This design comes from an exercise in tuning for small area, a short achievable clock period and few clock cycles on the open sky130 flow, not from production work. Power and IR drop assume default switching activity.

== run 1 ==
==> flow/design.v <==
module frame_reader (
    input  wire       clk,
    input  wire       rst,
    input  wire       in_valid,
    output wire       in_ready,
    input  wire [7:0] in_data,
    output wire       out_valid,
    input  wire       out_ready,
    output wire [7:0] out_data,
    output wire       out_last,
    output wire       out_discard
);
    localparam [7:0] MAGIC0      = 8'h55;
    localparam [7:0] MAGIC1      = 8'hAA;
    localparam [7:0] MAX_PAYLOAD = 8'd57;
    localparam [2:0] S_IDLE = 3'd0,    
                     S_M1   = 3'd1,    
                     S_ID   = 3'd2,    
                     S_LS   = 3'd3,    
                     S_LEN  = 3'd4,    
                     S_BODY = 3'd5;    
    reg        in_rdy_r;
    assign in_ready = in_rdy_r;
    wire       bv = in_valid && in_rdy_r;
    wire [7:0] b  = in_data;
    reg  [7:0] ring [0:61];
    reg  [5:0] wptr;                   
    reg  [5:0] rptr;                   
    reg  [5:0] occ;                    
    reg  [2:0] st;
    reg  [5:0] rem;                    
    reg [15:0] crc;                    
    reg        dec_v;                  
    reg        dec_bad;                
    reg  [5:0] dec_ld;                 
    reg  [5:0] dec_la;                 
    wire [5:0] wm2 = (wptr < 6'd2) ? wptr + 6'd60 : wptr - 6'd2;
    wire store = bv && (st == S_ID || st == S_LS || st == S_LEN || st == S_BODY);
    reg [15:0] crc_next;
    integer    i;
    always @* begin
        crc_next = ((st == S_LEN) ? 16'h0000 : crc) ^ {8'h00, b};
        for (i = 0; i < 8; i = i + 1) begin
            if (crc_next[0])
                crc_next = (crc_next >> 1) ^ 16'h8408;
            else
                crc_next = crc_next >> 1;
        end
    end
    always @(posedge clk) begin
        if (store)
            ring[wptr] <= b;
    end
    reg  [6:0] q_ent [0:3];
    reg  [2:0] q_wp, q_rp;             
    wire       push      = dec_v;
    wire       push_disc = dec_bad || (crc != 16'h0000);
    wire [5:0] push_last = push_disc ? dec_ld : dec_la;
    always @(posedge clk) begin
        if (rst) begin
            st    <= S_IDLE;
            wptr  <= 6'd0;
            dec_v <= 1'b0;
        end else begin
            dec_v  <= 1'b0;
            if (push && !push_disc)
                wptr <= wm2;                   
            else if (store)
                wptr <= (wptr == 6'd61) ? 6'd0 : wptr + 6'd1;
            if (bv) begin
                case (st)
                    S_IDLE: if (b == MAGIC0) st <= S_M1;
                    S_M1:   if (b == MAGIC1) st <= S_ID;
                            else if (b != MAGIC0) st <= S_IDLE;
                    S_ID:   st <= S_LS;
                    S_LS:   st <= S_LEN;
                    S_LEN: begin
                        rem <= b[5:0];
                        crc <= crc_next;
                        if (b > MAX_PAYLOAD) begin
                            st      <= S_IDLE;
                            dec_v   <= 1'b1;
                        end else begin
                            st <= S_BODY;
                        end
                    end
                    S_BODY: begin
                        rem <= rem - 6'd1;
                        crc <= crc_next;
                        if (rem == 6'h3F) begin
                            st      <= S_IDLE;
                            dec_v   <= 1'b1;
                        end
                    end
                    default: st <= S_IDLE;
                endcase
            end
        end
    end
    always @(posedge clk) begin
        dec_bad <= (st == S_LEN);         
        dec_ld  <= wptr;
        dec_la  <= wm2;
        if (push)
            q_ent[q_wp[1:0]] <= {push_disc, push_last};
        if (rst)
            q_wp <= 3'd0;
        else if (push)
            q_wp <= q_wp + 3'd1;
    end
    reg        ov;
    reg  [7:0] od;
    reg        ol;
    reg        odisc;
    reg  [7:0] h_od;
    reg        h_ol;
    reg        h_odisc;
    reg        cur_v;
    reg        cur_disc;
    reg  [5:0] cur_last;
    reg  [1:0] pre;                    
    reg  [7:0] rsel_hi;
    reg  [7:0] rsel_lo;
    assign out_valid   = ov;
    assign out_data    = od;
    assign out_last    = ol;
    assign out_discard = odisc;
    wire       have   = (q_wp != q_rp);
    wire [6:0] head   = q_ent[q_rp[1:0]];
    wire       in_pre = cur_disc && !pre[1];
    wire       b_last = !in_pre && (rptr == cur_last);
    wire       adv    = !ov || out_ready;
    wire       load   = !cur_v || b_last;    
    reg  [7:0] rdata;
    reg  [7:0] grp;
    integer    g, k;
    always @* begin
        rdata = 8'h00;
        for (g = 0; g < 8; g = g + 1) begin
            grp = 8'h00;
            for (k = 0; k < 8; k = k + 1)
                if (8 * g + k < 62)
                    grp = grp | (ring[8 * g + k] & {8{rsel_lo[k]}});
            rdata = rdata | (grp & {8{rsel_hi[g]}});
        end
    end
    wire [7:0] nd = in_pre ? (pre[0] ? MAGIC1 : MAGIC0) : rdata;
    always @(posedge clk) begin
        od    <= adv ? nd : ~h_od;
        ol    <= adv ? b_last : ~h_ol;
        odisc <= adv ? cur_disc : ~h_odisc;
        if (adv) begin
            h_od    <= ~nd;
            h_ol    <= ~b_last;
            h_odisc <= ~cur_disc;
            if (load) begin
                cur_disc <= head[6];
                cur_last <= head[5:0];
            end
        end
        if (rst) begin
            ov      <= 1'b0;
            cur_v   <= 1'b0;
            pre     <= 2'd0;
            rptr    <= 6'd0;
            rsel_hi <= 8'h01;
            rsel_lo <= 8'h01;
            q_rp    <= 3'd0;
        end else if (adv) begin
            ov <= cur_v;
            if (load) begin
                cur_v <= have;
                if (have)
                    q_rp <= q_rp + 3'd1;
            end
            if (cur_v) begin
                if (in_pre) begin
                    pre <= pre + 2'd1;
                end else begin
                    if (rptr == 6'd61) begin
                        rptr    <= 6'd0;
                        rsel_lo <= 8'h01;
                        rsel_hi <= 8'h01;
                    end else begin
                        rptr    <= rptr + 6'd1;
                        rsel_lo <= {rsel_lo[6:0], rsel_lo[7]};
                        if (rsel_lo[7])
                            rsel_hi <= {rsel_hi[6:0], rsel_hi[7]};
                    end
                end
                if (b_last)
                    pre <= 2'd0;
            end
        end
    end
    wire       rd   = adv && cur_v && !in_pre;   
    wire [2:0] qcnt = q_wp - q_rp;
    always @(posedge clk) begin
        if (rst) begin
            occ      <= 6'd0;
            in_rdy_r <= 1'b1;
        end else begin
            occ      <= occ + {5'd0, store} - {5'd0, rd} - ((push && !push_disc) ? 6'd2 : 6'd0);
            in_rdy_r <= (occ <= 6'd60) && (qcnt <= 3'd3);
        end
    end
endmodule
==> flow/config.mk <==
export PLATFORM = sky130hd
export DESIGN_NAME = frame_reader
export DESIGN_NICKNAME = frame_reader
export VERILOG_FILES = /design/flow/design.v
export SDC_FILE = /design/flow/constraint.sdc
export NUM_CORES = 4
export LEC_CHECK = 0
export CAP_MARGIN = 20
export CORE_MARGIN = 2
export CORE_UTILIZATION = 50
export CTS_CLUSTER_DIAMETER = 80
export CTS_CLUSTER_SIZE = 24
export PLACE_DENSITY = 0.65
export SETUP_SLACK_MARGIN = 3.8
export SLEW_MARGIN = 20
export TNS_END_PERCENT = 100
==> flow/constraint.sdc <==
create_clock -name core_clock -period 6.0 [get_ports {clk}]
set_input_delay 1.2000 -clock core_clock [delete_from_list [all_inputs] [get_ports {clk}]]
set_output_delay 1.2000 -clock core_clock [all_outputs]
set_load 0.01 [all_outputs]
run.sh (not shown) runs the stock make flow with config.mk's settings and CLKGATE_MAP_FILE= SYNTH_SCRIPT=/design/flow/synth_recipe.tcl, a recipe that flattens the netlist after the stock synthesis.
Run 1 ran to completion and came out clean on the timing, design-rule and antenna checks.
What run 2 does differently from run 1 at the input level:
-- flow/config.mk --
<<< run 1, line 9
export CORE_MARGIN = 2
export CORE_UTILIZATION = 50
export CTS_CLUSTER_DIAMETER = 80
export CTS_CLUSTER_SIZE = 24
export PLACE_DENSITY = 0.65
export SETUP_SLACK_MARGIN = 3.8
>>> run 2, line 9
export CORE_MARGIN = 2
export CORE_UTILIZATION = 50
export CTS_CLUSTER_DIAMETER = 70
export CTS_CLUSTER_SIZE = 20
export PLACE_DENSITY = 0.65
export SETUP_SLACK_MARGIN = 3.8
Notes after the runs:
- When the final numbers for run 2 and run 1 were put side by side, the final cell count without fillers turned out to be smaller in run 2.
- Run 1 → run 2: fmax grew by 0.76%, largest voltage drop on the vdd net has decreased, net switching share of the total power now smaller, final design instance area without fill stayed essentially flat, global-route wire length before repair down about 0.8%.
- No stage failed in run 2, and the final checks on the layout all came back clean.
Function was not checked in any run of this note: the RTL went through the layout flow alone.

[what the ideal ports hide]
Ports are ideal in the flow. The routed layouts listed here were re-timed in OpenROAD.
Step 1, drivers: a clkbuf_16 drives clk and a buf_2 each remaining input, both assumed.
Step 2 moves the port delays by t, midway between the first and last clock arrival at a register: inputs arrive t later, outputs are due t later. That takes back most of the time a late clock gives input paths.
Three values: ideal ports, drivers, drivers and shift; two values: the first two.
| run | t (ns) | slack for setup (ns) | latest minus earliest clock arrival (ns) | worst data-port slew with drivers (ns) |
|---|---|---|---|---|
| run 1 | 0.636 | 3.070 / 3.070 / 2.503 | 0.030 / 0.030 | 0.15 |
| run 2 | 0.631 | 3.093 / 3.093 / 2.518 | 0.025 / 0.025 | 0.16 |
After both steps every run listed still meets setup and hold. For run 2, which loses most, drivers alone change the setup slack by 0.000 ns; drivers and shift together by -0.575 ns.
